From an optimization exercise on the open Yosys and OpenROAD flow, aimed at small area, a short achievable clock period and few clock cycles per item; shortcuts taken in it are not production practice.
In this exercise RTL edits were held to simulation tests only and were not proved equivalent to the original.
Power is estimated from default activity; no workload was simulated.

== run D ==
Design can_frame_parser, start of the top module:
module can_frame_parser (
    input  wire        clk,
    input  wire        rst,
    input  wire        in_valid,
    output wire        in_ready,
    input  wire [10:0] in_id,
    input  wire [3:0]  in_dlc,
    input  wire [63:0] in_data,
    output wire        rd_valid,
    input  wire        rd_ready,
    output wire        rd_last,
    output reg  [7:0]  rd_field,
    output reg  [1:0]  rd_kind,
    output wire [16:0] rd_raw,
    output reg  [1:0]  rd_scale,
    output wire [55:0] rd_text,
    output reg  [2:0]  rd_textlen,
    output wire        tx_valid,
    output wire [10:0] tx_id,
    output wire [3:0]  tx_dlc,
    output wire [63:0] tx_data,
    output wire        done,
    output reg  [5:0]  fault_bits,
    output wire [15:0] fault_count
);
For scale: about 1100 cells after synthesis, about 110 flip-flops, roughly 280 I/O pins, roughly 0.0091 mm² of cells after synthesis.
Settings: LEC_CHECK=0, CAP_MARGIN=20, CORE_MARGIN=2, CORE_UTILIZATION=40, PLACE_DENSITY=0.6, SLEW_MARGIN=20; clock period 6.0 ns.
run.sh (not shown) runs the stock make flow with config.mk's settings and CLKGATE_MAP_FILE= SYNTH_SCRIPT=/design/flow/synth_recipe.tcl, a recipe that flattens the netlist after the stock synthesis.
Run D: flow complete, layout not clean; failing: setup timing
Testbench counts of run D, summed over its fixed seeds: cycles 35,159, frames 20,000.
Input-level comparison between run A and run D:
Settings: an added SETUP_SLACK_MARGIN of 1.
==> run summary <==
- Run A: done, clean on timing, DRC and antenna
- Against run D, non-clock buffer total of the final layout in run A rose by more than a quarter.
- Of run D and run A, run A shows the higher final design utilization, with run D below it.
- | number of violations reported at the end of detailed-routing iteration 0 | run A vs run D | worse |

Another version of the RTL of can_frame_parser (not shown whole).
Size: about 1,100 cells after synthesis, roughly 140 flip-flops, about 280 I/O pins.
==> flow/config.mk <==
export PLATFORM = sky130hd
export DESIGN_NAME = can_frame_parser
export DESIGN_NICKNAME = can_frame_parser
export VERILOG_FILES = /design/flow/design.v
export SDC_FILE = /design/flow/constraint.sdc
export NUM_CORES = 4
export LEC_CHECK = 0
export CAP_MARGIN = 20
export CORE_MARGIN = 2
export CORE_UTILIZATION = 35
export PLACE_DENSITY = 0.6
export SETUP_SLACK_MARGIN = 3.5
export SLEW_MARGIN = 20
==> flow/constraint.sdc <==
create_clock -name core_clock -period 6.0 [get_ports {clk}]
set_input_delay 1.2000 -clock core_clock [delete_from_list [all_inputs] [get_ports {clk}]]
set_output_delay 1.2000 -clock core_clock [all_outputs]
set_load 0.01 [all_outputs]
standard.sh (not shown) runs the stock make flow with config.mk's settings and CLKGATE_MAP_FILE= SYNTH_SCRIPT=/design/flow/synth_recipe.tcl, a recipe that flattens the netlist after the stock synthesis.
==> flow/flow/run.sh <==
#!/bin/bash
# Standard ORFS layout with fast port buffers and free cell resizing:
#  - ports are buffered with buf_2 instead of the default delay-buffer cell
#  - the resizer may swap a cell for any cell of the same function
#    (MATCH_CELL_FOOTPRINT=0), not only same-footprint ones.
set -euo pipefail
bash standard.sh MATCH_CELL_FOOTPRINT=0 \
  "BUFFER_PORTS_ARGS=-buffer_cell sky130_fd_sc_hd__buf_2" \
  finish > standard.log 2>&1
The first run finished clean.
Testbench counts at the start, summed over its fixed seeds: cycles 35,159, frames 20,000.
Next try:
--- a/flow/flow/run.sh
+++ b/flow/flow/run.sh
@@ -3 +3 @@
-#  - ports are buffered with buf_2 instead of the default delay-buffer cell
+#  - ports are buffered with buf_1 instead of the default delay-buffer cell
@@ -8 +8 @@
-  "BUFFER_PORTS_ARGS=-buffer_cell sky130_fd_sc_hd__buf_2" \
+  "BUFFER_PORTS_ARGS=-buffer_cell sky130_fd_sc_hd__buf_1" \
CTS_BUF_LIST = sky130_fd_sc_hd__clkbuf_8   (was default)
CTS_CLUSTER_SIZE = 30   (was default)
SETUP_SLACK_MARGIN = 2.5   (was 3.5)
The new run went through all stages and came out clean.
Sequential cell count is unchanged.
Via count went down by 2.9%.
Synthesized cell count stays the same.
Utilization went down by 4.8 points.

the reference run:
can_frame_parser, a different RTL version from the one above (not shown whole).
Size in the first run: ~920 cells after synthesis, ~130 flip-flops, roughly 280 I/O pins, about 0.0090 mm² of cells after synthesis.
Settings: LEC_CHECK=0, CAP_MARGIN=20, CORE_MARGIN=2, CORE_UTILIZATION=35, PLACE_DENSITY=0.6, SETUP_SLACK_MARGIN=2.0, SLEW_MARGIN=20; clock period 6.0 ns.
==> flow/flow/run.sh <==
#!/bin/bash
# Standard ORFS layout with fast port buffers and free cell resizing:
#  - ports are buffered with buf_2 instead of the default delay-buffer cell
#  - the resizer may swap a cell for any cell of the same function
#    (MATCH_CELL_FOOTPRINT=0), not only same-footprint ones.
set -euo pipefail
bash standard.sh MATCH_CELL_FOOTPRINT=0 \
  "BUFFER_PORTS_ARGS=-buffer_cell sky130_fd_sc_hd__buf_2" \
  finish > standard.log 2>&1
Testbench counts of the reference run, summed over its fixed seeds: cycles 35,159, frames 20,000.
The following lists how the trial run was set up differently from the reference run:
Settings: CTS_CLUSTER_DIAMETER: unset -> 150; CTS_CLUSTER_SIZE: unset -> 40; SETUP_SLACK_MARGIN: 2.0 -> 2.25; CTS_BUF_LIST: unset -> sky130_fd_sc_hd__clkbuf_8.
[summary]
The trial run completed every stage of the flow, and the final layout passed the timing, design-rule and antenna checks. Summary of the trial run over the reference run: sequential share of layout area up 0.45 points; final non-filler cell total flat; via count normalized by instance count down 0.34%; total number of vias flat. Taking the reference run as the reference, in the trial run total wirelength of the detailed-routed design essentially unchanged; summed area of non-filler cells in the final layout decreased about 1.3%; flip-flop and latch count essentially unchanged.

can_frame_parser, a different RTL version from the one above (not shown whole).
For scale: roughly 920 cells after synthesis, roughly 130 flip-flops, about 280 I/O pins, about 0.0086 sq mm of cells after synthesis.
Design can_frame_parser, start of the top module:
module can_frame_parser (
    input  wire        clk,
    input  wire        rst,
    input  wire        in_valid,
    output wire        in_ready,
    input  wire [10:0] in_id,
    input  wire [3:0]  in_dlc,
    input  wire [63:0] in_data,
    output wire        rd_valid,
    input  wire        rd_ready,
    output wire        rd_last,
    output wire [7:0]  rd_field,
    output reg  [1:0]  rd_kind,
    output wire [16:0] rd_raw,
    output reg  [1:0]  rd_scale,
    output wire [55:0] rd_text,
    output wire [2:0]  rd_textlen,
    output wire        tx_valid,
    output wire [10:0] tx_id,
    output wire [3:0]  tx_dlc,
    output wire [63:0] tx_data,
    output wire        done,
    output reg  [5:0]  fault_bits,
    output wire [15:0] fault_count
);
==> flow/config.mk <==
export PLATFORM = sky130hd
export DESIGN_NAME = can_frame_parser
export DESIGN_NICKNAME = can_frame_parser
export VERILOG_FILES = /design/flow/design.v
export SDC_FILE = /design/flow/constraint.sdc
export NUM_CORES = 4
export LEC_CHECK = 0
export CAP_MARGIN = 20
export CORE_MARGIN = 2
export CORE_UTILIZATION = 35
export CTS_BUF_LIST = sky130_fd_sc_hd__clkbuf_8
export CTS_CLUSTER_DIAMETER = 150
export CTS_CLUSTER_SIZE = 40
export PLACE_DENSITY = 0.6
export SETUP_SLACK_MARGIN = 2.25
export SLEW_MARGIN = 20
==> flow/constraint.sdc <==
create_clock -name core_clock -period 6.0 [get_ports {clk}]
set_input_delay 1.2000 -clock core_clock [delete_from_list [all_inputs] [get_ports {clk}]]
set_output_delay 1.2000 -clock core_clock [all_outputs]
set_load 0.01 [all_outputs]
Scripts as last shown in full above: flow/flow/run.sh
Testbench counts at the start, summed over its fixed seeds: cycles 35,159, frames 20,000.
Rerun with:
==> flow/flow/run.sh (replaced) <==
#!/bin/bash
# Standard ORFS layout with fast port buffers and free cell resizing:
#  - ports are buffered with buf_1 instead of the default delay-buffer cell
#  - the resizer may swap a cell for any cell of the same function
#    (MATCH_CELL_FOOTPRINT=0), not only same-footprint ones.
set -euo pipefail
bash standard.sh MATCH_CELL_FOOTPRINT=0 \
  "BUFFER_PORTS_ARGS=-buffer_cell sky130_fd_sc_hd__buf_1" \
  finish > standard.log 2>&1
The changed run completed with no timing, DRC or antenna violations.
Worst hold slack is worse by 21 ps.
Core utilization shrinks by 1.0 points.
Power shrinks by 2.7%.
Global-route usage shrinks by 0.12 points.
Design area shrinks by 2.5%.
Via count hardly moves.
Maximum frequency shrinks by 0.36%.
Clock power shrinks by about 5%.
Clock skew is about the same.
Routed wire length stays flat.

what the ideal ports hide:
In the flow no input, the clock included, has a driving cell. The finished layouts below were timed again as built, in two steps. Step 1, drivers: a clkbuf_16 drives clk and a buf_2 each remaining input, both assumed. Step 2, shift: input delay + t, output delay - t, t = (earliest + latest rising clock arrival at the registers) / 2. This alone moves slack from input paths to output paths. Slacks: ideal ports / drivers / drivers and shift; pairs: ideal ports / drivers.
run	t (ns)	setup WS [ns]	hold WS [ns]	worst data-port slew with drivers (ns)	cell pins on the clock port's net
run D	0.419	-0.017 / -0.067 / 0.352	0.511 / 0.511 / 0.511	0.07	1
run A	0.420	0.276 / 0.227 / 0.647	0.513 / 0.513 / 0.513	0.06	1
the first run of note 2	0.475	2.290 / 2.290 / 1.907	0.465 / 0.465 / 0.465	0.07	1
the second run of note 2	0.507	2.208 / 2.162 / 1.891	0.457 / 0.457 / 0.457	0.10	1
the reference run	0.472	2.365 / 2.318 / 1.934	0.485 / 0.485 / 0.485	0.07	1
the trial run	0.494	2.444 / 2.432 / 1.969	0.506 / 0.506 / 0.506	0.07	1
the first run of note 4	0.491	2.331 / 2.355 / 1.863	0.504 / 0.504 / 0.504	0.08	1
the second run of note 4	0.506	2.318 / 2.340 / 1.834	0.483 / 0.483 / 0.483	0.08	1
For the second run of note 4, which loses most, drivers alone change the setup slack by +0.022 ns; drivers and shift together by -0.484 ns.
